What follows belongs to an exercise in optimizing a design on an open flow for small area, a short achievable clock period and few clock cycles; a production flow would make more cautious choices. The RTL was checked by simulation tests, not by an equivalence proof against the original design. Power figures rest on the tool's default switching activity, not on a simulated workload.

===== flow/config.mk =====
export PLATFORM = sky130hd
export DESIGN_NAME = nibble_packer
export DESIGN_NICKNAME = nibble_packer
export VERILOG_FILES = /design/flow/design.v
export SDC_FILE = /design/flow/constraint.sdc
export NUM_CORES = 4
export LEC_CHECK = 0
export ABC_CLOCK_PERIOD_IN_PS = 4000
export CAP_MARGIN = 20
export CORE_MARGIN = 2
export CORE_UTILIZATION = 35
export CTS_BUF_LIST = sky130_fd_sc_hd__clkbuf_8
export CTS_CLUSTER_DIAMETER = 45
export CTS_CLUSTER_SIZE = 8
export PLACE_DENSITY = 0.45
export SETUP_SLACK_MARGIN = 3.4
export SLEW_MARGIN = 20
export SYNTH_HIERARCHICAL = 1

===== flow/constraint.sdc =====
create_clock -name core_clock -period 7.5 [get_ports {clk}]
set_input_delay 1.5000 -clock core_clock [delete_from_list [all_inputs] [get_ports {clk}]]
set_output_delay 1.5000 -clock core_clock [all_outputs]
set_load 0.01 [all_outputs]

===== flow/run.sh =====
#!/bin/bash
# synth_recipe.tcl (not shown) runs the flow's synth.tcl, then flattens the netlist and writes it again
# the make line also repeats each setting of config.mk as NAME=value (left out here)
make -C /OpenROAD-flow-scripts/flow DESIGN_CONFIG=/design/flow/config.mk WORK_HOME=/design/flow/orfs CLKGATE_MAP_FILE= SYNTH_SCRIPT=/design/flow/synth_recipe.tcl finish

===== flow/design.v =====
module nibble_packer #(
    parameter BMAX = 64
) (
    input  wire       clk,
    input  wire       rst,      
    input  wire       sel,
    input  wire       we,
    input  wire [7:0] addr,
    input  wire [7:0] wdata,
    output wire [7:0] rdata,
    output wire       ready
);
    localparam NMAX = 2 * BMAX;
    localparam [1:0] OP_NOP    = 2'd0;
    localparam [1:0] OP_PACK   = 2'd1;
    localparam [1:0] OP_UNPACK = 2'd2;
    localparam [1:0] OP_CLEAR  = 2'd3;
    localparam [1:0] E_NONE        = 2'd0;
    localparam [1:0] E_INVALID_LEN = 2'd1;
    localparam [1:0] E_LEN_RANGE   = 2'd2;
    localparam [1:0] E_ILLEGAL_CMD = 2'd3;
    reg [7:0]          cmd_q;
    reg [7:0]          len_q;
    reg                done_q;
    reg [1:0]          ecode_q;
    reg [7:0]          olen_q;
    reg [8*BMAX-1:0]   byte_q;    
    reg [4*NMAX-1:0]   nib_q;     
    reg [7:0]          pa_q;      
    reg [7:0]          rd_q;      
    reg                fm_q;      
    reg                wv_q;      
    reg [7:0]          ba_q;      
    reg [7:0]          wd_q;      
    wire hit = (addr == pa_q);
    assign ready = we | hit;
    assign rdata = rd_q;
    wire wr     = sel & we;
    wire rd_hit = sel & ~we & hit;
    wire rd_mis = sel & ~we & ~hit & ~fm_q;
    wire wr_cmd = wr & (addr == 8'h00);
    wire wr_len = wr & (addr == 8'h01);
    wire       c_illegal = (wdata[7:3] != 5'd0);
    wire [1:0] c_op      = wdata[1:0];
    wire       c_zs      = wdata[2];
    wire pack_odd     = len_q[0];
    wire pack_range   = (len_q > NMAX);
    wire unpack_range = (len_q > BMAX);
    wire is_nop    = wr_cmd & ~c_illegal & (c_op == OP_NOP);
    wire is_pack   = wr_cmd & ~c_illegal & (c_op == OP_PACK);
    wire is_unpack = wr_cmd & ~c_illegal & (c_op == OP_UNPACK);
    wire is_clear  = wr_cmd & ~c_illegal & (c_op == OP_CLEAR);
    wire pack_ok   = is_pack & ~pack_odd & ~pack_range;
    wire unpack_ok = is_unpack & ~unpack_range;
    reg [1:0] cmd_ecode;
    always @(*) begin
        if (c_illegal)
            cmd_ecode = E_ILLEGAL_CMD;
        else if (c_op == OP_PACK && pack_odd)
            cmd_ecode = E_INVALID_LEN;
        else if (c_op == OP_PACK && pack_range)
            cmd_ecode = E_LEN_RANGE;
        else if (c_op == OP_UNPACK && unpack_range)
            cmd_ecode = E_LEN_RANGE;
        else
            cmd_ecode = E_NONE;
    end
    always @(posedge clk) begin
        if (rst) begin
            cmd_q   <= 8'h00;
            len_q   <= 8'h00;
            done_q  <= 1'b0;
            ecode_q <= E_NONE;
            olen_q  <= 8'h00;
        end else begin
            if (wr_len)
                len_q <= wdata;
            if (wr_cmd) begin
                cmd_q   <= wdata;
                done_q  <= 1'b1;
                ecode_q <= cmd_ecode;
                if (pack_ok)
                    olen_q <= len_q >> 1;
                else if (unpack_ok)
                    olen_q <= len_q << 1;
                else if (!is_nop)
                    olen_q <= 8'h00;    
                if (is_clear)
                    len_q <= 8'h00;
            end
        end
    end
    wire [7:0] status_q = {4'b0000, ecode_q, (ecode_q != E_NONE), done_q};
    reg x_pack_q;      
    reg x_unpack_q;    
    reg x_zb_q;        
    reg x_zn_q;        
    always @(posedge clk) begin
        x_pack_q   <= ~rst & pack_ok;
        x_unpack_q <= ~rst & unpack_ok;
        x_zb_q     <= rst | is_clear | (unpack_ok & c_zs);
        x_zn_q     <= rst | is_clear | (pack_ok & c_zs);
    end
    wire [BMAX-1:0] dec_b;
    wire [NMAX-1:0] dec_n;
    genvar g;
    generate
        for (g = 0; g < BMAX; g = g + 1) begin : decb
            assign dec_b[g] = (ba_q == 8'h40 + g);
        end
        for (g = 0; g < NMAX; g = g + 1) begin : decn
            assign dec_n[g] = (ba_q == 8'h80 + g);
        end
    endgenerate
    wire [BMAX-1:0] b_pk, b_w, b_h;
    wire [NMAX-1:0] n_uk, n_w, n_h;
    wire [8*BMAX-1:0] byte_d;
    wire [4*NMAX-1:0] nib_d;
    generate
        for (g = 0; g < BMAX; g = g + 1) begin : bcell
            assign b_w[g]  = wv_q & dec_b[g];
            assign b_pk[g] = x_pack_q & (g < (len_q >> 1));
            assign b_h[g]  = ~(x_pack_q | x_zb_q | b_w[g]);
            np_sel3 #(.W(4)) u_sel_h (
                .a(b_pk[g]), .x(nib_q[8*g +: 4]),
                .b(b_w[g]),  .y(wd_q[7:4]),
                .c(b_h[g]),  .z(byte_q[8*g+4 +: 4]),
                .o(byte_d[8*g+4 +: 4]));
            np_sel3 #(.W(4)) u_sel_l (
                .a(b_pk[g]), .x(nib_q[8*g+4 +: 4]),
                .b(b_w[g]),  .y(wd_q[3:0]),
                .c(b_h[g]),  .z(byte_q[8*g +: 4]),
                .o(byte_d[8*g +: 4]));
        end
        for (g = 0; g < NMAX; g = g + 1) begin : ncell
            assign n_w[g]  = wv_q & dec_n[g];
            assign n_uk[g] = x_unpack_q & ((g >> 1) < len_q);
            assign n_h[g]  = ~(x_unpack_q | x_zn_q | n_w[g]);
            np_sel3 #(.W(4)) u_sel (
                .a(n_uk[g]), .x((g % 2 == 0) ? byte_q[8*(g/2) + 4 +: 4] : byte_q[8*(g/2) +: 4]),
                .b(n_w[g]),  .y(wd_q[3:0]),
                .c(n_h[g]),  .z(nib_q[4*g +: 4]),
                .o(nib_d[4*g +: 4]));
        end
    endgenerate
    always @(posedge clk) begin
        byte_q <= byte_d;
        nib_q  <= nib_d;
    end
    wire [7:0] rb;
    wire [3:0] rn;
    wire [4*BMAX-1:0] byte_hi, byte_lo;
    generate
        for (g = 0; g < BMAX; g = g + 1) begin : bsplit
            assign byte_hi[4*g +: 4] = byte_q[8*g+4 +: 4];
            assign byte_lo[4*g +: 4] = byte_q[8*g +: 4];
        end
    endgenerate
    np_aomux #(.N(BMAX), .W(4)) u_rbh (.s(dec_b), .d(byte_hi), .o(rb[7:4]));
    np_aomux #(.N(BMAX), .W(4)) u_rbl (.s(dec_b), .d(byte_lo), .o(rb[3:0]));
    np_aomux #(.N(NMAX), .W(4)) u_rn (.s(dec_n), .d(nib_q), .o(rn));
    reg [7:0] fdata;
    always @(*) begin
        case (ba_q)
            8'h00: fdata = cmd_q;
            8'h01: fdata = len_q;
            8'h02: fdata = status_q;
            8'h03: fdata = olen_q;
            8'h04: fdata = BMAX[7:0];
            default: fdata = rb | {4'b0000, rn};
        endcase
    end
    always @(posedge clk) begin
        if (rst) begin
            pa_q <= 8'h00;
            ba_q <= 8'h01;
            fm_q <= 1'b0;
            wv_q <= 1'b0;
            rd_q <= 8'h00;
        end else if (wr) begin
            pa_q <= 8'h02;
            ba_q <= addr;
            wd_q <= wdata;
            fm_q <= 1'b0;
            wv_q <= 1'b1;
            rd_q <= wr_cmd ? {4'b0000, cmd_ecode, (cmd_ecode != E_NONE), 1'b1} : status_q;
        end else if (wv_q) begin
            if (rd_hit) begin
                pa_q <= 8'h03;
                ba_q <= 8'h04;
                rd_q <= olen_q;
            end else if (rd_mis) begin
                ba_q <= addr;
                fm_q <= 1'b1;
            end else begin
                ba_q <= 8'h03;
            end
            wv_q <= 1'b0;
        end else if (fm_q | rd_hit) begin
            pa_q <= ba_q;
            ba_q <= ba_q + 8'd1;
            fm_q <= 1'b0;
            rd_q <= fdata;
        end else if (rd_mis) begin
            ba_q <= addr;
            fm_q <= 1'b1;
        end
    end
endmodule
module np_sel3 #(
    parameter W = 8
) (
    input  wire         a,
    input  wire         b,
    input  wire         c,
    input  wire [W-1:0] x,
    input  wire [W-1:0] y,
    input  wire [W-1:0] z,
    output wire [W-1:0] o
);
    assign o = ({W{a}} & x) | ({W{b}} & y) | ({W{c}} & z);
endmodule
module np_aomux #(
    parameter N = 64,
    parameter W = 8
) (
    input  wire [N-1:0]   s,
    input  wire [N*W-1:0] d,
    output wire [W-1:0]   o
);
    localparam N2 = (N % 3 == 0) ? 0 : (N % 3 == 2) ? 1 : 2;
    localparam N3 = (N - 2 * N2) / 3;
    localparam NG = N3 + N2;
    wire [NG*W-1:0] gn;    
    genvar i, b;
    generate
        for (i = 0; i < N3; i = i + 1) begin : g3
            np_aoi3 #(.W(W)) u (.s(s[3*i +: 3]), .d(d[3*W*i +: 3*W]), .on(gn[W*i +: W]));
        end
        for (i = 0; i < N2; i = i + 1) begin : g2
            np_aoi2 #(.W(W)) u (.s(s[3*N3 + 2*i +: 2]), .d(d[W*(3*N3 + 2*i) +: 2*W]),
                                .on(gn[W*(N3 + i) +: W]));
        end
        for (b = 0; b < W; b = b + 1) begin : ob
            wire [NG-1:0] col;
            for (i = 0; i < NG; i = i + 1) begin : c
                assign col[i] = gn[W*i + b];
            end
            assign o[b] = ~&col;
        end
    endgenerate
endmodule
module np_aoi3 #(
    parameter W = 8
) (
    input  wire [2:0]     s,
    input  wire [3*W-1:0] d,
    output wire [W-1:0]   on
);
    assign on = ~(({W{s[0]}} & d[0 +: W]) | ({W{s[1]}} & d[W +: W]) | ({W{s[2]}} & d[2*W +: W]));
endmodule
module np_aoi2 #(
    parameter W = 8
) (
    input  wire [1:0]     s,
    input  wire [2*W-1:0] d,
    output wire [W-1:0]   on
);
    assign on = ~(({W{s[0]}} & d[0 +: W]) | ({W{s[1]}} & d[W +: W]));
endmodule

==> results of run 1 <==
==> metal layers <==
metal  track usage (%)  vias to the layer above
met3             9.737                      641
met5                 0                        -
met1             44.23                    24140
li1                  -                    20390
met2             50.12                     3818
met4             16.90                       14
==> sequential cells by signal (all words and copies together), names as in the netlist <==
register,count
cmd_q,8
ba_q,8
len_q,8
x_pack_q,1
x_zb_q,1
done_q,1
x_unpack_q,1
ecode_q,2
olen_q,8
nib_q,512
pa_q,8
rd_q,8
x_zn_q,1
byte_q,512
wv_q,1
wd_q,8
fm_q,1
==> power breakdown <==
group	total (mW)	switching, mW	internal [mW]
sequential	5.83	0.0260	5.81
combinational	0.618	0.497	0.121
clock	5.14	2.54	2.60
total	11.6	3.06	8.53
==> cell usage after synthesis (9+ instances only) <==
cell,n
a22oi_1,40
dfxtp_1,1081
nor2b_1,16
nor4_1,24
and2_1,37
mux2i_1,16
inv_1,1042
clkbuf_1,136
and4_1,9
nor3_1,24
nand4_1,89
a21boi_0,19
o21a_1,12
a21oi_1,66
nand2_1,73
nor2_1,654
nand3_1,38
o21ai_0,32
a211oi_1,9
a222oi_1,1353
==> cell families (layout without fill, tap and decap cells) <==
kind of cell / count (synthesis) / after routing
AO/OA/AOI/OAI: 1584 / 1584
XOR/XNOR: 10 / 10
adder cells (fa/ha/maj): 4 / 4
buffers and inverters: 1188 / 1481
flip-flops: 1089 / 1089
multiplexers: 16 / 16
other: 0 / 4
AND/OR/NAND/NOR: 1011 / 1011
==> metrics by stage <==
| stage | hold slack, ns | setup slack [ns] | cell area, um^2 |
|---|---|---|---|
| finish | 0.4916 | 3.196 | 53510 |
| global route | 0.5083 | 3.251 | 53510 |
| detailed placement | 0.4727 | 2.189 | 49130 |
| floorplan | 0.4407 | 3.415 | 46320 |
| CTS | 0.4843 | 3.273 | 53160 |
| global placement | 0.4693 | 2.188 | 49080 |
==> worst max-delay path, cell delays in order (launching register included) <==
cell and delay, ns:
dfxtp_4 0.41, clkinvlp_4 0.19, ha_4 0.28, nand2_4 0.18
buf_12 0.23, nor2_1 0.15, a222oi_1 0.75, nand4_1 0.62
nor4_4 0.44, nand4_1 0.39, a311oi_1 0.39, a211oi_1 0.10
==> what timing repair did <==
| item | CTS | global route |
|---|---|---|
| gates resized for setup | 126 | 47 |
| gates cloned | 0 | 1 |
| endpoints found under the setup margin | 9 | 9 |
| buffers inserted | 31 | 6 |
| pin swaps | 43 | 60 |
==> worst paths after layout <==
check	startpoint	endpoint
worst min-delay path	olen_q[5]	olen_q[5]
worst min register to register	olen_q[5]	olen_q[5]
worst max register to register	ba_q[0]	rd_q[4]
worst max-delay path	ba_q[0]	rd_q[4]
==> cell usage in the layout (no fill, tap or decap), types with 8 or more instances in the layout <==
cell type,n
a21oi_1,66
and2_1,37
nor2_2,10
a22oi_1,39
clkbuf_8,202
dfxtp_1,1072
nand2_1,58
nand3_1,25
a222oi_1,1353
buf_12,15
clkdlybuf4s50_1,18
nand2_8,8
nor4_4,10
nor2_1,643
edfxtp_1,8
clkinv_2,17
buf_6,8
a211oi_1,9
a21boi_0,17
nor2b_1,14
nor3_1,20
nand4_1,89
o21a_1,12
mux2i_1,16
buf_4,115
inv_1,1068
nor4_1,10
clkinvlp_4,13
o21ai_0,30
and4_1,9
==> final cells by class <==
type                    count  area share [%]
flip-flops and latches   1089           40.93
multi-input cells        2625           38.58
inverters                1042           7.317
clock buffers             202           5.196
well taps                1755           4.104
repair buffers            170           2.951
clock inverters            67          0.9049
diodes                      4         0.01871
==> flow_summary.ini, run 1 <==
[routing]
via_per_inst = 7.045
wl_met2_mm = 102.5
drt-met1-wl_mm = 93.22
drt_wl_total_mm = 239.3
met3WireLength_mm = 30.24
vias = 48990
dr.pass1.iters = 15
topRoutingLayerUsed = met5
first_iter_violations = 13830
drtAntennaViolNets = 0
route.detailed.drc = 0
drt-wirelength-per-cell_um = 34.41

[place]
io_buffers = 28
dp_hpwl_mm = 160.3
dp_cells = 6641
gp_congestion = 0.9756

[synth]
ys_top_cells_by_area = dfxtp_1 (47%), a222oi_1 (29%), inv_1 (8.4%)
syn_nets = 4926
yosysSeqAreaShare_pct = 47.25
synth_cell_types = 69
synth_top_area_share_pct = 46.73
synth-xor-area-share_pct = 0.1891
synth_area_mm2 = 0.04631
async_flop_share_pct = 0
ys_ff_latch = 1089
yosysWarnings = 7
synth_compound_area_share_pct = 32.63
yosys.area_share.simple_pct = 9.813
yosysTopAreaCell = dfxtp_1
synth_fa_ha_area_share_pct = 0.1081
synthMuxAreaShare_pct = 0.3458
synth_cells = 4902
ys.flop_type = dfxtp_1
synth_top_family_by_area = compound AO/OA/AOI/OAI gates
avgSynthCellArea_um2 = 9.447
synth_edf_count = 8

[die]
rows = 133
pin_count = 29
start_util_pct = 35.23
die-area_mm2 = 0.1352
dieHeight_um = 367.8
core_area_mm2 = 0.1315
die_w_um = 367.8

[global_routing]
grt_pass1_wl_mm = 334.5
gr-total-overflow = 0
antenna_found_initial = 12
grt_util_all_layers_pct = 33.65
grt_max_degree = 140
grt_pass1_vias = 44020

[cells_and_area]
stdcell_count = 6954
drive_above_1_share_pct = 9.759
seq_area_mm2 = 0.02190
nNetsFinal = 5127
nFillCells = 13320
fin_util_pct = 40.70
multiInputGateArea_mm2 = 0.02064
area_delta_synth_final_pct = 15.55

[clocking]
clock_latency_ns = 0.92
clk_pin_slew_ns = 0.07
htree_levels = 4
cts_root_buf = clkbuf_8
cts_tree = yes
cts-buffers-inserted = 175
clk_path_buf_depth = 3
cts.sinks = 1089
cts_hold_buf = 0

[power]
total_power_mw = 11.59
vdd_ir_drop_max_mv = 0.1645
p_per_area_mw_per_mm2 = 216.6
cellLeakagePower_nw = 25.77

[worst_setup_path]
cp_data_required_time_ns = 8.27
reg2reg_slack_ns = 3.20
criticalPathCategory = reg -> reg
r2r_cells = 11
startpoint_type = flop
crit_fanout = 12
endpoint_kind = flop
cp.arrival_ns = 5.08

[sta]
rsz0062_at_grt = yes
hold_viol_final = 0
timing.fmax_ghz = 0.2324
period_needed_ns = 4.304
slew_headroom_pct = 19.95
fin_worst_skew_ns = 0.03690
min_period_over_period_pct = 57.38
slew_violations = 0
setup-tns-final_ns = 0
setup_violations = 0
worst_slew_pin_slew_ns = 1.201

[run]
maxCapViolations = 0

[run_status]
status = timing/DRC/antenna clean

[hold_path]
hold_depth = 2
hold_path_class = reg -> reg
Testbench counts, summed over its fixed seeds: cycles 29,371.
==> run 2, diff against run 1 <==
--- a/flow/config.mk
+++ b/flow/config.mk
@@ -12,4 +12,4 @@
 export CTS_BUF_LIST = sky130_fd_sc_hd__clkbuf_8
-export CTS_CLUSTER_DIAMETER = 45
-export CTS_CLUSTER_SIZE = 8
+export CTS_CLUSTER_DIAMETER = 60
+export CTS_CLUSTER_SIZE = 12
 export PLACE_DENSITY = 0.45
==> flow_summary.ini, run 2 <==
[worst_setup_path]
startpoint_type = flop
endpoint_kind = flop
crit_path_cell_trace = inv_1, ha_4, nand3_4, buf_4, nor2_1, a222oi_1, nand4_1, nor3_2, nand3_1, nor2_2, nor3_1, a221o_1, nand3_1, a21oi_1
cp_data_required_time_ns = 8.27
worstReg2RegStart = ba_q[1]
cp_slowest_cell = a222oi_1
criticalPathCategory = reg -> reg
path_buf_inv = 2
cp-startpoint = ba_q[1]
cpLargestDelayFamily = simple AND/OR/NAND/NOR gates
crit_top_cell = nand3_1
crit_fanout = 11
cpPeakStageDelay_ns = 0.86
cp.arrival_ns = 5.04

[synth]
ys_ff_latch = 1089
avgSynthCellArea_um2 = 9.447
synth_top_area_share_pct = 46.73
synth_edf_count = 8
syn_nets = 4926
yosysWarnings = 7
yosysTopAreaCell = dfxtp_1
ys_top_cells_by_area = dfxtp_1 (47%), a222oi_1 (29%), inv_1 (8.4%)
yosysSeqAreaShare_pct = 47.25
synth_commonest_cells = a222oi_1 (1353), dfxtp_1 (1081), inv_1 (1042), nor2_1 (654), clkbuf_1 (136)
synth_cell_types = 69
yosys.cell_count.top_type = a222oi_1
synth_area_mm2 = 0.04631
synth_cells = 4902
async_flop_share_pct = 0
ys.flop_type = dfxtp_1

[die]
rows = 133
die-area_mm2 = 0.1352
start_util_pct = 35.23
pin_count = 29
dieHeight_um = 367.8
die_w_um = 367.8
core_area_mm2 = 0.1315

[clocking]
clock_latency_ns = 0.91
cts.sinks = 1089
clk_pin_slew_ns = 0.09
cts_root_buf = clkbuf_8
clk_path_buf_depth = 3
cts-buffers-inserted = 119
cts_hold_buf = 0
htree_levels = 3
cts_tree = yes

[power]
vdd_ir_drop_max_mv = 0.1286
p_per_area_mw_per_mm2 = 205.1
cellLeakagePower_nw = 25.27

[routing]
vias = 48540
drtAntennaViolNets = 0
drt-wirelength-per-cell_um = 34.56
dr.pass1.iters = 17
drt_wl_total_mm = 237.8
first_iter_violations = 13890
via_per_inst = 7.055
route.detailed.drc = 0

[hold_path]
hold_path_class = reg -> reg
hold_start = olen_q[5]

[sta]
min_period_over_period_pct = 57.00
setup_ws_ns = 3.225
fin_worst_skew_ns = 0.07203
worst_slew_pin_slew_ns = 1.272
period_needed_ns = 4.275
rsz0062_at_grt = yes
setup_violations = 0
slew_violations = 0
slew_headroom_pct = 15.17
hold_viol_final = 0
timing.fmax_ghz = 0.2339
setup-tns-final_ns = 0

[place]
dp_hpwl_mm = 160.3
io_buffers = 28
dp_slack_ns = 2.189
gp_congestion = 0.9756

[cells_and_area]
nNetsFinal = 5069
nFillCells = 13350
area_delta_synth_final_pct = 13.58
multiInputGateArea_mm2 = 0.02060
fin_util_pct = 40.01
drive_above_1_share_pct = 8.576
final_cell_mix = a222oi_1 (1353), dfxtp_1 (1072), inv_1 (1057), nor2_1 (644), clkbuf_8 (138)
seq_area_mm2 = 0.02190
reg_top3 = byte_q (512), nib_q (512)
layout_commonest_cell = a222oi_1

[global_routing]
grt_pass1_wl_mm = 333.4
grt_max_degree = 140
grt_util_all_layers_pct = 33.44
grt_pass1_vias = 43310
antenna_found_initial = 17
gr-total-overflow = 0

[run_status]
status = timing/DRC/antenna clean

[run]
maxCapViolations = 0
run 2: cell counts after synthesis:
Identical to the previous run, type by type.
run 2: per-layer routing:
layer | GRT usage, % | share of wire (%) | up-vias
met4 | 15.80 | 4.9 | 20
met1 | 44.98 | 39 | 23980
met2 | 50.35 | 43 | 3698
met3 | 7.950 | 12 | 582
met5 | 0 | 0.058 | -
li1 | - | - | 20260
run 2: cell families (layout without fill, tap and decap cells):
family          Yosys count  count (layout)  synth area share [%]
buf+inv                1188            1405                 9.662
mux                      16              16                0.3458
xor+xnor                 10              10                0.1891
flops                  1089            1089                 47.25
compound gates         1584            1584                 32.63
other cells               0               7                     0
simple gates           1011            1011                 9.813
fa+ha+maj                 4               4                0.1081
run 2: final cells by class:
class | count | area share, %
Sequential cell | 1089 | 41.65
Multi-Input combinational cell | 2625 | 39.16
Inverter | 1042 | 7.436
Tap cell | 1755 | 4.175
Clock buffer | 138 | 3.611
Timing Repair Buffer | 168 | 2.916
Clock inverter | 57 | 1.023
Antenna cell | 7 | 0.03330
run 2: final timing paths:
path | to | cells past startpoint | slack (ns)
max | rd_q[2] | 14 | 3.23
min | olen_q[5] | 2 | 0.49
max reg2reg | rd_q[2] | 14 | 3.23
min reg2reg | olen_q[5] | 2 | 0.49
run 2: per-stage QoR:
stage          hold WS, ns  area (um^2)  instances  total power, mW
2_1_floorplan       0.4407        46320       4902            6.198
3_3_place_gp        0.4693        49080       6636            6.484
3_5_place_dp        0.4727        49130       6641            6.481
4_1_cts             0.4878        52300       6865            10.80
5_1_grt             0.5115        52580       6875            11.09
6_report            0.4861        52600       6881            10.79
run 2: power by group:
| group | leakage (nW) | switching [mW] | internal (mW) |
|---|---|---|---|
| clock network | 1.31 | 2.39 | 1.97 |
| logic | 15.2 | 0.487 | 0.118 |
| registers | 8.78 | 0.0259 | 5.80 |
run 2: worst min-delay path, cell delays in order, from the launching register on:
cell and delay [ns]:
dfxtp_1 0.34, nand2_1 0.06, a21oi_1 0.05
run 2: what timing repair did:
| item | CTS | global route |
|---|---|---|
| pin swaps | 40 | 52 |
| gates cloned | 0 | 0 |
| setup endpoints to repair | 9 | 9 |
| setup buffers | 29 | 8 |
| gates resized for setup | 125 | 43 |
| endpoints found under the hold margin | 0 | 0 |
==> run 3, diff against run 2 <==
--- a/flow/design.v
+++ b/flow/design.v
@@ -34,3 +34,6 @@
     reg [7:0]          wd_q;      
-    wire hit = (addr == pa_q);
+    wire [1:0] ne;
+    np_ne4 u_ne0 (.a(addr[3:0]), .b(pa_q[3:0]), .ne(ne[0]));
+    np_ne4 u_ne1 (.a(addr[7:4]), .b(pa_q[7:4]), .ne(ne[1]));
+    wire hit = ~(ne[0] | ne[1]);    
     assign ready = we | hit;
@@ -105,11 +108,4 @@
     wire [NMAX-1:0] dec_n;
+    np_decode #(.BMAX(BMAX)) u_dec (.a(ba_q), .dec_b(dec_b), .dec_n(dec_n));
     genvar g;
-    generate
-        for (g = 0; g < BMAX; g = g + 1) begin : decb
-            assign dec_b[g] = (ba_q == 8'h40 + g);
-        end
-        for (g = 0; g < NMAX; g = g + 1) begin : decn
-            assign dec_n[g] = (ba_q == 8'h80 + g);
-        end
-    endgenerate
     wire [BMAX-1:0] b_pk, b_w, b_h;
@@ -161,13 +157,32 @@
     np_aomux #(.N(NMAX), .W(4)) u_rn (.s(dec_n), .d(nib_q), .o(rn));
-    reg [7:0] fdata;
+    reg [7:0] cdata;
     always @(*) begin
         case (ba_q)
-            8'h00: fdata = cmd_q;
-            8'h01: fdata = len_q;
-            8'h02: fdata = status_q;
-            8'h03: fdata = olen_q;
-            8'h04: fdata = BMAX[7:0];
-            default: fdata = rb | {4'b0000, rn};
+            8'h00: cdata = cmd_q;
+            8'h01: cdata = len_q;
+            8'h02: cdata = status_q;
+            8'h03: cdata = olen_q;
+            8'h04: cdata = BMAX[7:0];
+            default: cdata = 8'h00;
         endcase
     end
+    wire advance = ~rst & ~wr & ~wv_q & (fm_q | rd_hit);
+    wire ld_buf  = advance & (ba_q[7:6] != 2'b00);
+    reg [7:0] rd_other;
+    always @(*) begin
+        if (rst)
+            rd_other = 8'h00;
+        else if (wr)
+            rd_other = wr_cmd ? {4'b0000, cmd_ecode, (cmd_ecode != E_NONE), 1'b1} : status_q;
+        else if (wv_q)
+            rd_other = rd_hit ? olen_q : rd_q;
+        else if (fm_q | rd_hit)
+            rd_other = (ba_q[7:6] == 2'b00) ? cdata : 8'h00;
+        else
+            rd_other = rd_q;
+    end
+    wire [7:0] rd_d;
+    np_ao21 #(.W(8)) u_rdd (.a(ld_buf), .x(rb | {4'b0000, rn}), .y(rd_other), .o(rd_d));
+    always @(posedge clk)
+        rd_q <= rd_d;
     always @(posedge clk) begin
@@ -178,3 +193,2 @@
             wv_q <= 1'b0;
-            rd_q <= 8'h00;
         end else if (wr) begin
@@ -185,3 +199,2 @@
             wv_q <= 1'b1;
-            rd_q <= wr_cmd ? {4'b0000, cmd_ecode, (cmd_ecode != E_NONE), 1'b1} : status_q;
         end else if (wv_q) begin
@@ -190,3 +203,2 @@
                 ba_q <= 8'h04;
-                rd_q <= olen_q;
             end else if (rd_mis) begin
@@ -202,3 +214,2 @@
             fm_q <= 1'b0;
-            rd_q <= fdata;
         end else if (rd_mis) begin
@@ -208,2 +219,36 @@
     end
+endmodule
+module np_ne4 (
+    input  wire [3:0] a,
+    input  wire [3:0] b,
+    output wire       ne
+);
+    assign ne = ~&(a ~^ b);
+endmodule
+module np_ao21 #(
+    parameter W = 8
+) (
+    input  wire         a,
+    input  wire [W-1:0] x,
+    input  wire [W-1:0] y,
+    output wire [W-1:0] o
+);
+    assign o = ({W{a}} & x) | y;
+endmodule
+module np_decode #(
+    parameter BMAX = 64
+) (
+    input  wire [7:0]        a,
+    output wire [BMAX-1:0]   dec_b,
+    output wire [2*BMAX-1:0] dec_n
+);
+    genvar g;
+    generate
+        for (g = 0; g < BMAX; g = g + 1) begin : decb
+            assign dec_b[g] = (a == 8'h40 + g);
+        end
+        for (g = 0; g < 2*BMAX; g = g + 1) begin : decn
+            assign dec_n[g] = (a == 8'h80 + g);
+        end
+    endgenerate
 endmodule
--- a/flow/config.mk
+++ b/flow/config.mk
@@ -15,3 +15,3 @@
 export PLACE_DENSITY = 0.45
-export SETUP_SLACK_MARGIN = 3.4
+export SETUP_SLACK_MARGIN = 3.6
 export SLEW_MARGIN = 20
==> flow_summary.ini, run 3 <==
[run_status]
status = timing/DRC/antenna clean

[synth]
synth_cells = 4865
synth_cell_types = 64
yosysWarnings = 7
ys_top_cells_by_area = dfxtp_1 (46%), a222oi_1 (29%), inv_1 (8.4%)
synth_commonest_cells = a222oi_1 (1356), dfxtp_1 (1081), inv_1 (1042), nor2_1 (457), and2_1 (219)
yosysTopAreaCell = dfxtp_1
syn_nets = 4889
synth_top_area_share_pct = 46.24
synth_area_mm2 = 0.04680
async_flop_share_pct = 0
yosysSeqAreaShare_pct = 46.75
yosys.cell_count.top_type = a222oi_1
ys.flop_type = dfxtp_1
avgSynthCellArea_um2 = 9.621
synth_edf_count = 8
ys_ff_latch = 1089

[worst_setup_path]
worstReg2RegStart = ba_q[7]
cp-startpoint = addr[0]
startpoint_type = input port
endpoint_kind = flop
path_buf_inv = 19
cp_data_required_time_ns = 8.28
cp.arrival_ns = 4.83
crit_top_cell = buf_4
cpPeakStageDelay_ns = 0.25
cpLargestDelayFamily = buffers and inverters
criticalPathCategory = in -> reg
cp_slowest_cell = a221oi_2
crit_fanout = 4

[cells_and_area]
multiInputGateArea_mm2 = 0.02066
fin_util_pct = 39.93
stdcell_count = 6901
design_area_mm2 = 0.05315
layout_commonest_cell = a222oi_1
nNetsFinal = 5057
seq_area_mm2 = 0.02190
drive_above_1_share_pct = 8.602
nFillCells = 13500
final_cell_mix = a222oi_1 (1356), dfxtp_1 (1074), inv_1 (1058), nor2_1 (450), and2_1 (219)
reg_top3 = byte_q (512), nib_q (512)
area_delta_synth_final_pct = 13.56

[die]
die-area_mm2 = 0.1367
start_util_pct = 35.16
rows = 134
pin_count = 29
core_area_mm2 = 0.1331
dieHeight_um = 369.7
die_w_um = 369.7

[global_routing]
grt_max_degree = 133
grt_util_all_layers_pct = 32.41
grt_pass1_vias = 43020
grt_pass1_wl_mm = 326.1
gr-total-overflow = 0
antenna_found_initial = 12

[run]
maxCapViolations = 0

[sta]
slew_headroom_pct = 15.94
fin_worst_skew_ns = 0.04802
hold_ws_ns = 0.4580
period_needed_ns = 4.048
min_period_over_period_pct = 53.98
slew_violations = 0
setup_ws_ns = 3.452
hold_viol_final = 0
worst_slew_pin_slew_ns = 1.261
setup_violations = 0
rsz0062_at_grt = yes
timing.fmax_ghz = 0.2470
setup-tns-final_ns = 0

[clocking]
cts-buffers-inserted = 131
cts_tree = yes
cts_root_buf = clkbuf_8
clk_path_buf_depth = 3
clock_latency_ns = 0.89
htree_levels = 4
cts_hold_buf = 0
clk_pin_slew_ns = 0.09
cts.sinks = 1089

[place]
dp_slack_ns = 2.418
io_buffers = 28
post_dp_cell_area_mm2 = 0.04951
dp_cells = 6618
gp_congestion = 0.9473
dp_hpwl_mm = 156.3

[routing]
vias = 48110
drt-wirelength-per-cell_um = 33.53
first_iter_violations = 13590
drt_wl_total_mm = 231.4
dr.pass1.iters = 13
route.detailed.drc = 0
via_per_inst = 6.972
drtAntennaViolNets = 0

[power]
vdd_ir_drop_max_mv = 0.1508
p_per_area_mw_per_mm2 = 211.6
cellLeakagePower_nw = 25.91
total_power_mw = 11.25

[hold_path]
hold_path_class = reg -> reg
hold_start = cmd_q[3]
==> run 3: cell types whose count changed after synthesis, moves of 18 or more <==
cell	change
and2_1	+182
buf_2	+18
clkbuf_1	-28
nand2_1	-19
nand3_1	-18
nor2_1	-197
==> run 3: cell families (layout without fill, tap and decap cells) <==
| group | Yosys count | in the layout | share of synthesized area, % |
|---|---|---|---|
| buffers and inverters | 1183 | 1445 | 9.640 |
| flip-flops | 1089 | 1089 | 46.75 |
| other | 0 | 6 | 0 |
| multiplexers | 11 | 11 | 0.2433 |
| AO/OA/AOI/OAI | 1605 | 1605 | 32.63 |
| AND/OR/NAND/NOR | 960 | 960 | 10.39 |
| XOR/XNOR | 13 | 13 | 0.2433 |
| adder cells (fa/ha/maj) | 4 | 4 | 0.1069 |
==> run 3: worst min-delay path, cell delays in order (launching register included) <==
cell,delay [ns]
dfxtp_1,0.32
nand2_1,0.05
a21oi_1,0.05
==> run 3: power by group <==
group / internal, mW / total [mW] / leakage (nW) / switching [mW]
registers: 5.79 / 5.82 / 8.78 / 0.0276
clock network: 2.44 / 4.91 / 1.54 / 2.47
logic: 0.0960 / 0.510 / 15.6 / 0.414
==> run 3: Yosys stat by module (local to each module, per instance), excerpt <==
| module | cell area, um^2 | cells | copies in the design |
|---|---|---|---|
| nibble_packer | 27140 | 2071 | 1 |
| np_ne4 | 41.29 | 5 | 2 |
==> run 3: layout make-up <==
cell class,instances,share of cell area (%)
well taps,1768,4.162
diodes,6,0.02825
inverters,1043,7.365
multi-input cells,2593,38.88
flip-flops and latches,1089,41.21
repair buffers,175,2.832
clock buffers,155,4.013
clock inverters,72,1.518
==> run 3: routing by layer <==
metal | vias up | global-route usage [%] | share of wire (%)
met2 | 3430 | 46.92 | 42
met1 | 23960 | 45.70 | 41
li1 | 20220 | - | -
met4 | 8 | 14.89 | 4.8
met3 | 501 | 6.924 | 12
met5 | - | 0 | 0.025
==> run 3: final timing paths <==
check,end,slack (ns),cells past startpoint
worst min-delay path,cmd_q[3],0.46,2
worst min register to register,cmd_q[3],0.46,2
worst max register to register,rd_q[7],3.46,9
worst max-delay path,ba_q[1],3.45,27
==> run 3: what timing repair did <==
| action | 4_1_cts | 5_1_grt |
|---|---|---|
| endpoints found under the setup margin | 42 | 14 |
| pin swaps | 29 | 20 |
| setup buffers | 29 | 19 |
| resized for setup | 82 | 25 |
Testbench counts of run 3, summed over its fixed seeds: cycles 29,371.
==> run 4, diff against run 3 <==
--- a/flow/config.mk
+++ b/flow/config.mk
@@ -15,3 +15,3 @@
 export PLACE_DENSITY = 0.45
-export SETUP_SLACK_MARGIN = 3.6
+export SETUP_SLACK_MARGIN = 3.4
 export SLEW_MARGIN = 20
==> flow_summary.ini, run 4 <==
[cells_and_area]
final_cell_mix = a222oi_1 (1356), dfxtp_1 (1074), inv_1 (1058), nor2_1 (450), and2_1 (219)
reg_top3 = byte_q (512), nib_q (512)
drive_above_1_share_pct = 8.066
design_area_mm2 = 0.05285
nFillCells = 13520
layout_commonest_cell = a222oi_1
area_delta_synth_final_pct = 12.92
nNetsFinal = 5038
fin_util_pct = 39.70

[power]
vdd_ir_drop_max_mv = 0.1507
p_per_area_mw_per_mm2 = 212.6
cellLeakagePower_nw = 25.76

[synth]
async_flop_share_pct = 0
synth_top_family_by_area = compound AO/OA/AOI/OAI gates
synth_cell_types = 64
synth_cells = 4865
synth_area_mm2 = 0.04680
yosysWarnings = 7
yosysSeqAreaShare_pct = 46.75
synth_compound_area_share_pct = 32.63
synth_commonest_cells = a222oi_1 (1356), dfxtp_1 (1081), inv_1 (1042), nor2_1 (457), and2_1 (219)
yosysTopAreaCell = dfxtp_1
yosys.cell_count.top_type = a222oi_1
synth_edf_count = 8
ys_ff_latch = 1089
avgSynthCellArea_um2 = 9.621
syn_nets = 4889
synth-xor-area-share_pct = 0.2433
ys.flop_type = dfxtp_1
ys_top_cells_by_area = dfxtp_1 (46%), a222oi_1 (29%), inv_1 (8.4%)
synth_top_area_share_pct = 46.24
synthMuxAreaShare_pct = 0.2433
yosys.area_share.simple_pct = 10.39
synth_fa_ha_area_share_pct = 0.1069

[sta]
setup-tns-final_ns = 0
period_needed_ns = 4.270
slew_violations = 0
worst_slew_pin_slew_ns = 1.244
setup_ws_ns = 3.230
slew_headroom_pct = 16.75
setup_violations = 0
rsz0062_at_grt = yes
hold_viol_final = 0
hold_ws_ns = 0.4583
timing.fmax_ghz = 0.2342
min_period_over_period_pct = 56.93
fin_worst_skew_ns = 0.05596

[routing]
via_per_inst = 6.996
first_iter_violations = 14010
vias = 48150
route.detailed.drc = 0
dr.pass1.iters = 15
drt-wirelength-per-cell_um = 33.55
drtAntennaViolNets = 0
drt_wl_total_mm = 230.9

[worst_setup_path]
path_buf_inv = 1
crit_fanout = 24
criticalPathCategory = reg -> reg
cp_data_required_time_ns = 8.30
cpLargestDelayFamily = simple AND/OR/NAND/NOR gates
cp.arrival_ns = 5.07
path_depth = 9
cpPeakStageDelay_ns = 0.96
startpoint_type = flop
r2r_cells = 9
crit_path_cell_trace = or4b_1, buf_4, nor2_1, a222oi_1, nand4_1, nor4_1, nand3_1, or2_2, a21o_1
cp_slowest_cell = a222oi_1
endpoint_kind = flop

[place]
post_dp_cell_area_mm2 = 0.04951
gp_congestion = 0.9473
dp_slack_ns = 2.418
dp_hpwl_mm = 156.3
io_buffers = 28

[global_routing]
antenna_found_initial = 10
gr-total-overflow = 0
grt_util_all_layers_pct = 32.39
grt_pass1_vias = 42960
grt_pass1_wl_mm = 326.0
grt_max_degree = 133

[hold_path]
hold_path_class = reg -> reg
hold_depth = 2

[clocking]
cts.sinks = 1089
cts-buffers-inserted = 131
cts_tree = yes
clk_pin_slew_ns = 0.09
clock_latency_ns = 0.91
htree_levels = 4
cts_root_buf = clkbuf_8
clk_path_buf_depth = 3

[die]
dieHeight_um = 369.7
pin_count = 29
start_util_pct = 35.16
die_w_um = 369.7
rows = 134
core_area_mm2 = 0.1331
die-area_mm2 = 0.1367

[run]
maxCapViolations = 0

[run_status]
status = timing/DRC/antenna clean
[run 4: final timing paths]
check / start / end / slack (ns)
worst max-delay path: ba_q[3] / rd_q[2] / 3.23
worst min-delay path: cmd_q[3] / cmd_q[3] / 0.46
worst max register to register: ba_q[3] / rd_q[2] / 3.23
worst min register to register: cmd_q[3] / cmd_q[3] / 0.46
[run 4: per-layer routing]
layer  wire length, um  GRT usage (%)  share of wire, %  up-vias
met4             11460          14.86               5.0        8
met2             96760          46.87                42     3525
met3             27510          6.711                12      532
met1             95120          45.83                41    23900
met5                57              0             0.025        -
li1                  -              -                 -    20190
[run 4: report_power, final]
part / switching (mW) / internal, mW / total, mW
Combinational: 0.405 / 0.0835 / 0.488
Clock: 2.48 / 2.44 / 4.92
Sequential: 0.0316 / 5.79 / 5.83
[run 4: Yosys stat by module, one instance, submodules excluded, excerpt]
module	flip-flops and latches	cell area, um^2
nibble_packer	1089	27140
np_ne4	0	41.29
[run 4: final cells by class]
cell class / count / area (um^2) / share of cell area (%)
inverter: 1043 / 3915 / 7.407
multi-input combinational: 2593 / 20600 / 38.98
tap: 1768 / 2212 / 4.185
timing repair buffer: 156 / 1272 / 2.408
clock buffer: 155 / 2133 / 4.036
antenna: 7 / 17.52 / 0.03314
clock inverter: 72 / 807.0 / 1.527
sequential: 1089 / 21890 / 41.43
[run 4: logic make-up (layout without fill, tap and decap cells)]
family / count (synthesis) / after routing
compound gates: 1605 / 1605
buf+inv: 1183 / 1426
flops: 1089 / 1089
simple gates: 960 / 960
xor+xnor: 13 / 13
mux: 11 / 11
fa+ha+maj: 4 / 4
other cells: 0 / 7
[run 4: timing repair]
item	in CTS	in global routing
gates resized for setup	44	14
hold buffers	0	0
setup buffers	23	6
pin swaps	22	14
setup endpoints to repair	12	9
[run 4: metrics by stage]
step,instances,total power [mW]
3_3_place_gp,6614,6.420
6_report,6883,11.24
3_5_place_dp,6618,6.417
5_1_grt,6882,11.55
4_1_cts,6868,11.30
2_1_floorplan,4865,6.173
[run 4: worst reg2reg max path: cells and delay by family (launching register included)]
kind	cells	cell delay, ns
flip-flops	1	0.62
AND/OR/NAND/NOR	6	2.03
buffers and inverters	1	0.39
AO/OA/AOI/OAI	2	1.15
==> run 5, diff against run 4 <==
--- a/flow/config.mk
+++ b/flow/config.mk
@@ -15,3 +15,3 @@
 export PLACE_DENSITY = 0.45
-export SETUP_SLACK_MARGIN = 3.4
+export SETUP_SLACK_MARGIN = 3.8
 export SLEW_MARGIN = 20
==> flow_summary.ini, run 5 <==
[run_status]
status = timing/DRC/antenna clean

[clocking]
cts_tree = yes
cts-buffers-inserted = 130
clock_latency_ns = 0.90
clk_pin_slew_ns = 0.07
cts.sinks = 1089
htree_levels = 4
cts_hold_buf = 0
cts_root_buf = clkbuf_8
clk_path_buf_depth = 3

[sta]
hold_viol_final = 0
min_period_over_period_pct = 51.58
setup_violations = 0
slew_headroom_pct = 16.09
rsz0062_at_grt = yes
worst_slew_pin_slew_ns = 1.259
setup-tns-final_ns = 0
slew_violations = 0
fin_worst_skew_ns = 0.05045
period_needed_ns = 3.868
timing.fmax_ghz = 0.2585
hold_ws_ns = 0.4626

[worst_setup_path]
path_buf_inv = 3
cp_data_required_time_ns = 6.00
crit_top_cell = nor2_4
crit_fanout = 6
criticalPathCategory = in -> out
cpPeakStageDelay_ns = 0.19
cp.arrival_ns = 2.37
startpoint_type = input port
cpLargestDelayFamily = simple AND/OR/NAND/NOR gates
path_depth = 7
r2r_cells = 9
crit_path_cell_trace = buf_4, xnor2_2, nand4_1, nor2_4, nor2_4, inv_2, buf_6
endpoint_kind = primary output
cp_slowest_cell = nor2_4

[global_routing]
grt_pass1_wl_mm = 322.3
grt_max_degree = 152
gr-total-overflow = 0
grt_pass1_vias = 42460
grt_util_all_layers_pct = 32.01
antenna_found_initial = 14

[synth]
async_flop_share_pct = 0
synth_area_mm2 = 0.04680
synth_edf_count = 8
ys.flop_type = dfxtp_1
yosysTopAreaCell = dfxtp_1
ys_top_cells_by_area = dfxtp_1 (46%), a222oi_1 (29%), inv_1 (8.4%)
yosysSeqAreaShare_pct = 46.75
avgSynthCellArea_um2 = 9.621
ys_ff_latch = 1089
synth_cells = 4865
synth_cell_types = 64
syn_nets = 4889
yosys.cell_count.top_type = a222oi_1
synth_commonest_cells = a222oi_1 (1356), dfxtp_1 (1081), inv_1 (1042), nor2_1 (457), and2_1 (219)
yosysWarnings = 7
synth_top_area_share_pct = 46.24

[power]
cellLeakagePower_nw = 25.87
p_per_area_mw_per_mm2 = 205.5
total_power_mw = 10.92
vdd_ir_drop_max_mv = 0.1551

[place]
io_buffers = 28
dp_cells = 6597
dp_hpwl_mm = 155.5
gp_congestion = 0.9627

[die]
die_w_um = 369.7
die-area_mm2 = 0.1367
start_util_pct = 35.16
dieHeight_um = 369.7
pin_count = 29
rows = 134
core_area_mm2 = 0.1331

[cells_and_area]
nNetsFinal = 5050
fin_util_pct = 39.91
drive_above_1_share_pct = 8.641
stdcell_count = 6891
area_delta_synth_final_pct = 13.51
layout_commonest_cell = a222oi_1
nFillCells = 13480
final_cell_mix = a222oi_1 (1356), dfxtp_1 (1070), inv_1 (1061), nor2_1 (441), and2_1 (219)
reg_top3 = byte_q (512), nib_q (512)

[routing]
vias = 48030
dr.pass1.iters = 17
drt-wirelength-per-cell_um = 33.33
first_iter_violations = 14390
drtAntennaViolNets = 0
drt_wl_total_mm = 229.7
route.detailed.drc = 0
via_per_inst = 6.970

[hold_path]
hold_path_class = reg -> reg
hold_depth = 2

[run]
maxCapViolations = 0
-- run 5: cell families (layout without fill, tap and decap cells) --
| logic type | count (synthesis) | in the layout | share of synthesized area [%] |
|---|---|---|---|
| AO/OA/AOI/OAI | 1605 | 1605 | 32.63 |
| buffers and inverters | 1183 | 1433 | 9.640 |
| flip-flops | 1089 | 1089 | 46.75 |
| AND/OR/NAND/NOR | 960 | 960 | 10.39 |
| XOR/XNOR | 13 | 13 | 0.2433 |
| multiplexers | 11 | 11 | 0.2433 |
| adder cells (fa/ha/maj) | 4 | 4 | 0.1069 |
| other | 0 | 8 | 0 |
-- run 5: modules after synthesis (local to each module, per instance), excerpt --
module	cell area, um^2	cells	flip-flops and latches
nibble_packer	27140	2071	1089
np_ne4	41.29	5	0
-- run 5: stage by stage --
stage | area (um^2) | setup slack (ns)
finish | 53130 | 3.632
global placement | 49360 | 2.151
CTS | 52610 | 3.629
global route | 53110 | 3.564
detailed placement | 49410 | 2.437
floorplan | 46840 | 3.784
-- run 5: final timing paths --
| check | start | to | slack (ns) |
|---|---|---|---|
| worst max register to register | ba_q[3] | rd_q[1] | 3.70 |
| worst min-delay path | cmd_q[2] | cmd_q[2] | 0.46 |
| worst max-delay path | addr[2] | ready | 3.63 |
| worst min register to register | cmd_q[2] | cmd_q[2] | 0.46 |
-- run 5: per-layer routing --
layer  vias to the layer above  routed length (um)  global-route usage, %
met3                       442               28090                  7.038
met1                     23810               96080                  45.77
met4                        10                9155                  12.55
met5                         -                  74                      0
li1                      20230                   -                      -
met2                      3541               96290                  46.41
-- run 5: final cells by class --
class / instances / area [um^2] / share of cell area (%)
multi-input cells: 2593 / 20760 / 39.08
diodes: 8 / 20.02 / 0.03768
clock inverters: 69 / 598.1 / 1.126
flip-flops and latches: 1089 / 21920 / 41.25
well taps: 1768 / 2212 / 4.164
repair buffers: 169 / 1610 / 3.031
inverters: 1043 / 3915 / 7.369
clock buffers: 152 / 2092 / 3.938
-- run 5: what timing repair did --
item | in CTS | in global routing
setup buffers | 34 | 29
setup endpoints to repair | 88 | 20
pin swaps | 41 | 42
resized for setup | 106 | 53
gates cloned | 0 | 1
-- run 5: worst register-to-register path, cell delays in order (launching register included) --
cell and delay, ns:
dfxtp_4 0.43, or4b_4 0.37, buf_4 0.34, nor2_1 0.20
a222oi_1 0.63, nand4_1 0.40, nor4_4 0.67, nand3_2 0.25
or2_4 0.29, a21o_1 0.15
-- run 5: report_power, final --
group	internal, mW	leakage (nW)	switching (mW)
combinational	0.107	15.7	0.410
clock	2.16	1.43	2.42
sequential	5.79	8.79	0.0330
total	8.06	25.9	2.86
==> run 6, diff against run 5 <==
--- a/flow/config.mk
+++ b/flow/config.mk
@@ -10,3 +10,3 @@
 export CORE_MARGIN = 2
-export CORE_UTILIZATION = 35
+export CORE_UTILIZATION = 50
 export CTS_BUF_LIST = sky130_fd_sc_hd__clkbuf_8
@@ -14,4 +14,4 @@
 export CTS_CLUSTER_SIZE = 12
-export PLACE_DENSITY = 0.45
-export SETUP_SLACK_MARGIN = 3.8
+export PLACE_DENSITY = 0.6
+export SETUP_SLACK_MARGIN = 3.4
 export SLEW_MARGIN = 20
==> flow_summary.ini, run 6 <==
[worst_setup_path]
cp_data_required_time_ns = 8.20
path_buf_inv = 1
endpoint = rd_q[2]
cp.arrival_ns = 4.99
endpoint_kind = flop
r2r_cells = 9
startpoint_type = flop
path_depth = 9
worstReg2RegStart = ba_q[1]
cpPeakStageDelay_ns = 0.96
criticalPathCategory = reg -> reg
reg2reg_to = rd_q[2]
cp_slowest_cell = a222oi_1
cp-startpoint = ba_q[1]
cpLargestDelayFamily = simple AND/OR/NAND/NOR gates
reg2reg_slack_ns = 3.22
crit_path_cell_trace = nand4bb_4, buf_4, nor2_1, a222oi_1, nand4_1, nor4_4, nand3_1, or2_2, a21o_1
crit_fanout = 23

[sta]
worst_slew_pin_slew_ns = 1.288
slew_headroom_pct = 14.14
fin_worst_skew_ns = 0.04751
period_needed_ns = 4.284
setup_violations = 0
slew_violations = 0
timing.fmax_ghz = 0.2334
hold_viol_final = 0
rsz0062_at_grt = yes
setup-tns-final_ns = 0
min_period_over_period_pct = 57.13

[run_status]
status = timing/DRC/antenna clean

[synth]
yosysSeqAreaShare_pct = 46.75
synth_edf_count = 8
ys_top_cells_by_area = dfxtp_1 (46%), a222oi_1 (29%), inv_1 (8.4%)
synth_area_mm2 = 0.04680
ys_ff_latch = 1089
synth_cells = 4865
avgSynthCellArea_um2 = 9.621
synth_cell_types = 64
yosysWarnings = 7
yosysTopAreaCell = dfxtp_1
async_flop_share_pct = 0
synth_top_area_share_pct = 46.24
synth_commonest_cells = a222oi_1 (1356), dfxtp_1 (1081), inv_1 (1042), nor2_1 (457), and2_1 (219)
yosys.cell_count.top_type = a222oi_1
syn_nets = 4889
ys.flop_type = dfxtp_1

[die]
dieHeight_um = 310.0
core_area_mm2 = 0.09305
start_util_pct = 50.30
die_w_um = 310.0
pin_count = 29
die-area_mm2 = 0.09607
rows = 112

[routing]
via_per_inst = 7.699
dr.pass1.iters = 22
first_iter_violations = 15420
route.detailed.drc = 0
drt_wl_total_mm = 210.1
drt-wirelength-per-cell_um = 33.60
vias = 48150
drtAntennaViolNets = 0

[global_routing]
gr-total-overflow = 0
grt_pass1_vias = 41600
antenna_found_initial = 18
grt_util_all_layers_pct = 41.65
grt_pass1_wl_mm = 296.8
grt_max_degree = 163

[clocking]
cts_tree = yes
clk_pin_slew_ns = 0.09
clk_path_buf_depth = 3
clock_latency_ns = 0.82
cts.sinks = 1089
htree_levels = 3
cts_root_buf = clkbuf_8
cts_hold_buf = 0
cts-buffers-inserted = 105

[place]
dp_cells = 6077
dp_hpwl_mm = 140.9
gp_congestion = 1.025
io_buffers = 28

[cells_and_area]
final_cell_mix = a222oi_1 (1356), dfxtp_1 (1070), inv_1 (1057), nor2_1 (453), and2_1 (219)
layout_commonest_cell = a222oi_1
reg_top3 = byte_q (512), nib_q (512)
nNetsFinal = 4985
area_delta_synth_final_pct = 8.645
fin_util_pct = 54.65
stdcell_count = 6254
drive_above_1_share_pct = 6.044

[power]
cellLeakagePower_nw = 25.07
p_per_area_mw_per_mm2 = 195.1
vdd_ir_drop_max_mv = 0.1513

[run]
maxCapViolations = 0

[hold_path]
hold_path_class = reg -> reg
## run 6: changes by cell type in the layout (fill, tap and decap cells not counted), moves of 6 or more
cell,delta
buf_6,-7
buf_12,-9
xnor2_2,-8
clkbuf_2,+7
clkbuf_8,-34
clkinvlp_4,-12
nor2_1,+12
buf_8,-7
buf_4,-22
xnor2_1,+8
clkinv_2,-14
nor4_1,+6
nor2_2,-10
## run 6: modules after synthesis (local to each module, per instance), a selection
module	cells inside	area, um^2	copies in the design	flip-flops and latches
nibble_packer	2071	27140	1	1089
np_ne4	5	41.29	2	0
## run 6: logic make-up after synthesis
family	count (synthesis)	synth area share, %
AND/OR/NAND/NOR	960	10.39
adder cells (fa/ha/maj)	4	0.1069
flip-flops	1089	46.75
AO/OA/AOI/OAI	1605	32.63
XOR/XNOR	13	0.2433
buffers and inverters	1183	9.640
multiplexers	11	0.2433
## run 6: layer usage
layer | GRT usage (%) | up-vias | routed length, um
li1 | - | 20040 | -
met1 | 56.70 | 23170 | 78350
met2 | 58.28 | 4227 | 84270
met3 | 13.12 | 699 | 33970
met4 | 22.81 | 20 | 13380
met5 | 0 | - | 133
## run 6: how the worst min path moves through the flow
stage	startpoint	to	slack, ns	cells after the start
after global routing	cmd_q[7]	cmd_q[7]	0.49	2
final	cmd_q[5]	cmd_q[5]	0.46	2
after global placement	cmd_q[5]	cmd_q[5]	0.44	2
after CTS	cmd_q[5]	cmd_q[5]	0.46	2
after floorplan	cmd_q[6]	cmd_q[6]	0.43	2
after detailed placement	cmd_q[5]	cmd_q[5]	0.45	2
## run 6: per-stage QoR
step	power [mW]	setup slack, ns	hold slack, ns	cell area (um^2)
floorplan	6.173	3.722	0.4328	46800
CTS	9.894	3.375	0.4631	50740
global route	10.15	3.351	0.4855	50850
finish	9.920	3.216	0.4618	50850
detailed placement	6.383	2.401	0.4507	48670
global placement	6.382	2.369	0.4450	48650
## run 6: timing repair
action                     4_1_cts  5_1_grt
setup endpoints to repair        9        7
pin swaps                       11       12
setup buffers                   23        6
gates resized for setup         39       27
## run 6: worst reg2reg max path: cells and delay by family, from the launching register on
family	cells	cell delay, ns
AOI/OAI and AO/OA	2	1.15
buffers and inverters	1	0.36
DFF	1	0.49
and+or+nand+nor	6	2.18
## run 6: layout make-up
type | count | area [um^2]
repair buffers | 129 | 1080
inverters | 1043 | 3915
diodes | 3 | 7.507
flip-flops and latches | 1089 | 21910
fillers | 8697 | 42200
multi-input cells | 2593 | 20540
clock buffers | 119 | 1638
clock inverters | 24 | 190.2
well taps | 1254 | 1569
## run 6: power breakdown
part           switching [mW]  total, mW  internal, mW
combinational           0.383      0.467        0.0831
sequential             0.0334       5.83          5.79
clock                    2.11       3.63          1.52
total                    2.52       9.92          7.40
==> run 7, diff against run 6 <==
--- a/flow/config.mk
+++ b/flow/config.mk
@@ -15,3 +15,3 @@
 export PLACE_DENSITY = 0.6
-export SETUP_SLACK_MARGIN = 3.4
+export SETUP_SLACK_MARGIN = 3.6
 export SLEW_MARGIN = 20
==> flow_summary.ini, run 7 <==
[die]
die_w_um = 310.0
rows = 112
pin_count = 29
core_area_mm2 = 0.09305
die-area_mm2 = 0.09607
start_util_pct = 50.30
dieHeight_um = 310.0

[cells_and_area]
final_cell_mix = a222oi_1 (1356), dfxtp_1 (1070), inv_1 (1056), nor2_1 (452), and2_1 (219)
nNetsFinal = 4991
reg_top3 = byte_q (512), nib_q (512)
drive_above_1_share_pct = 6.456
fin_util_pct = 54.97
area_delta_synth_final_pct = 9.282
design_area_mm2 = 0.05115
nFillCells = 8658
seq_area_mm2 = 0.02191
multiInputGateArea_mm2 = 0.02066
layout_commonest_cell = a222oi_1

[run]
maxCapViolations = 0

[clocking]
cts-buffers-inserted = 105
clock_latency_ns = 0.83
cts_hold_buf = 0
cts_tree = yes
htree_levels = 3
clk_path_buf_depth = 3
cts_root_buf = clkbuf_8
cts.sinks = 1089
clk_pin_slew_ns = 0.09

[worst_setup_path]
cp.arrival_ns = 4.87
worstReg2RegStart = ba_q[1]
endpoint_kind = flop
startpoint_type = flop
r2r_cells = 9
reg2reg_slack_ns = 3.35
crit_fanout = 23
cp-startpoint = ba_q[1]
criticalPathCategory = reg -> reg
reg2reg_to = rd_q[0]
cp_data_required_time_ns = 8.23
endpoint = rd_q[0]

[sta]
hold_viol_final = 0
setup_violations = 0
worst_slew_pin_slew_ns = 1.341
setup-tns-final_ns = 0
slew_headroom_pct = 10.63
timing.fmax_ghz = 0.2412
rsz0062_at_grt = yes
period_needed_ns = 4.145
min_period_over_period_pct = 55.27
slew_violations = 0
fin_worst_skew_ns = 0.04076

[place]
dp_hpwl_mm = 140.9
gp_congestion = 1.025
io_buffers = 28
post_dp_cell_area_mm2 = 0.04867

[hold_path]
hold_path_class = reg -> reg

[power]
switching_share_pct = 25.45
p_switching_mw = 2.529
p_int_mw = 7.408
cellLeakagePower_nw = 25.19
combPwrFrac_pct = 4.8
vdd_ir_drop_max_mv = 0.1526
p_per_area_mw_per_mm2 = 194.3
power_frac_clock_pct = 36.5
p_seq_share_pct = 58.7

[synth]
yosys.cell_count.top_type = a222oi_1
ys.flop_type = dfxtp_1
yosysSeqAreaShare_pct = 46.75
avgSynthCellArea_um2 = 9.621
synth_cell_types = 64
yosysWarnings = 7
syn_nets = 4889
synth_area_mm2 = 0.04680
synth_commonest_cells = a222oi_1 (1356), dfxtp_1 (1081), inv_1 (1042), nor2_1 (457), and2_1 (219)
ys_ff_latch = 1089
ys_top_cells_by_area = dfxtp_1 (46%), a222oi_1 (29%), inv_1 (8.4%)
synth_cells = 4865
yosysTopAreaCell = dfxtp_1
synth_edf_count = 8
synth_top_area_share_pct = 46.24
async_flop_share_pct = 0

[run_status]
status = timing/DRC/antenna clean

[routing]
drtAntennaViolNets = 0
vias = 48080
first_iter_violations = 15080
drt_wl_total_mm = 210.0
drt-wirelength-per-cell_um = 33.51
via_per_inst = 7.675
dr.pass1.iters = 17
route.detailed.drc = 0

[global_routing]
gr-total-overflow = 0
grt_pass1_vias = 41610
grt_max_degree = 163
grt_util_all_layers_pct = 41.69
grt_pass1_wl_mm = 297.2
antenna_found_initial = 18
-- run 7: worst min-delay path by stage --
stage          endpoint  cells past startpoint      from
2_1_floorplan  cmd_q[6]                      2  cmd_q[6]
3_3_place_gp   cmd_q[5]                      2  cmd_q[5]
3_5_place_dp   cmd_q[5]                      2  cmd_q[5]
4_1_cts        cmd_q[5]                      2  cmd_q[5]
5_1_grt        cmd_q[7]                      2  cmd_q[7]
6_report       cmd_q[5]                      2  cmd_q[5]
-- run 7: cell type report --
cell class	instances	area share [%]
flip-flops and latches	1089	42.84
multi-input cells	2593	40.39
inverters	1043	7.654
clock buffers	119	3.202
well taps	1254	3.068
repair buffers	135	2.436
clock inverters	24	0.3718
diodes	8	0.03914
-- run 7: power by group through the flow --
stage | registers, mW | logic, mW | clock network (mW)
after floorplan | 5.99 | 0.184 | 0
after global placement | 5.96 | 0.418 | 0
after detailed placement | 5.96 | 0.419 | 0
after CTS | 5.83 | 0.436 | 3.64
after global routing | 5.83 | 0.482 | 3.85
final | 5.83 | 0.479 | 3.63
-- run 7: metrics by stage --
| stage | total power [mW] | hold WS (ns) | worst slack (ns) | instances |
|---|---|---|---|---|
| final | 9.937 | 0.4660 | 3.355 | 6265 |
| after global routing | 10.16 | 0.4855 | 3.458 | 6258 |
| after CTS | 9.900 | 0.4631 | 3.592 | 6249 |
| after detailed placement | 6.383 | 0.4507 | 2.401 | 6077 |
| after global placement | 6.382 | 0.4450 | 2.369 | 6076 |
| after floorplan | 6.173 | 0.4328 | 3.722 | 4865 |
-- run 7: per-layer routing --
layer	wire length [um]	global-route usage, %
met1	78330	56.45
met2	84250	58.30
met3	33770	13.57
met4	13520	22.93
met5	105	0
-- run 7: cell families (layout without fill, tap and decap cells) --
group                      Yosys count  in the layout  synth area share [%]
buffers and inverters             1183           1321                 9.640
DFF                               1089           1089                 46.75
and+or+nand+nor                    960            960                 10.39
adders and majority gates            4              4                0.1069
xor gates and xnor gates            13             13                0.2433
other                                0              8                     0
AOI/OAI and AO/OA                 1605           1605                 32.63
muxes                               11             11                0.2433
-- run 7: per-module statistics from Yosys (local to each module, per instance), excerpt --
module / cells inside / flops+latches / area, um^2
np_ne4: 5 / 0 / 41.29
nibble_packer: 2071 / 1089 / 27140
-- run 7: worst max-delay path: stages (launching register included) --
cell	delay (ns)
dfxtp_4	0.50
nand4bb_2	0.35
buf_4	0.32
nor2_1	0.23
a222oi_1	0.88
nand4_1	0.43
nor4_2	0.46
nand4_1	0.25
or2_2	0.44
a21o_1	0.19
-- run 7: timing repair --
| action | 4_1_cts | 5_1_grt |
|---|---|---|
| hold endpoints to repair | 0 | 0 |
| setup buffers | 29 | 6 |
| gates resized for setup | 77 | 50 |
| pin swaps | 25 | 24 |
| endpoints found under the setup margin | 9 | 14 |

[port drivers added, routing unchanged]
Ports are ideal in the flow. The routed layouts listed here were re-timed in OpenROAD. Step 1 sets driving cells, clkbuf_16 on the clock port and buf_2 on the other inputs (assumed; they add their load-dependent delay and slew). Step 2 times the ports against the registers' clock, not the clock port: input delays grow and output delays shrink by t, the midpoint of the rising clock arrivals with the driver on. Three values: ideal, step 1, step 2; two values: the first two.
| run | shift t [ns] | setup slack, ns | worst setup path at the end |
|---|---|---|---|
| run 1 | 0.974 | 3.196 / 3.196 / 3.028 | input to register |
| run 2 | 0.945 | 3.225 / 3.225 / 3.060 | input to register |
| run 3 | 0.955 | 3.452 / 3.457 / 2.549 | input to register |
| run 4 | 0.961 | 3.230 / 3.230 / 2.431 | input to register |
| run 5 | 0.946 | 3.632 / 3.608 / 3.025 | input to register |
| run 6 | 0.863 | 3.216 / 3.216 / 2.682 | input to register |
| run 7 | 0.873 | 3.355 / 3.355 / 2.780 | input to register |
After both steps setup and hold are still met in every run listed. For run 3, which loses most, drivers alone change the setup slack by +0.005 ns; drivers and shift together by -0.903 ns.
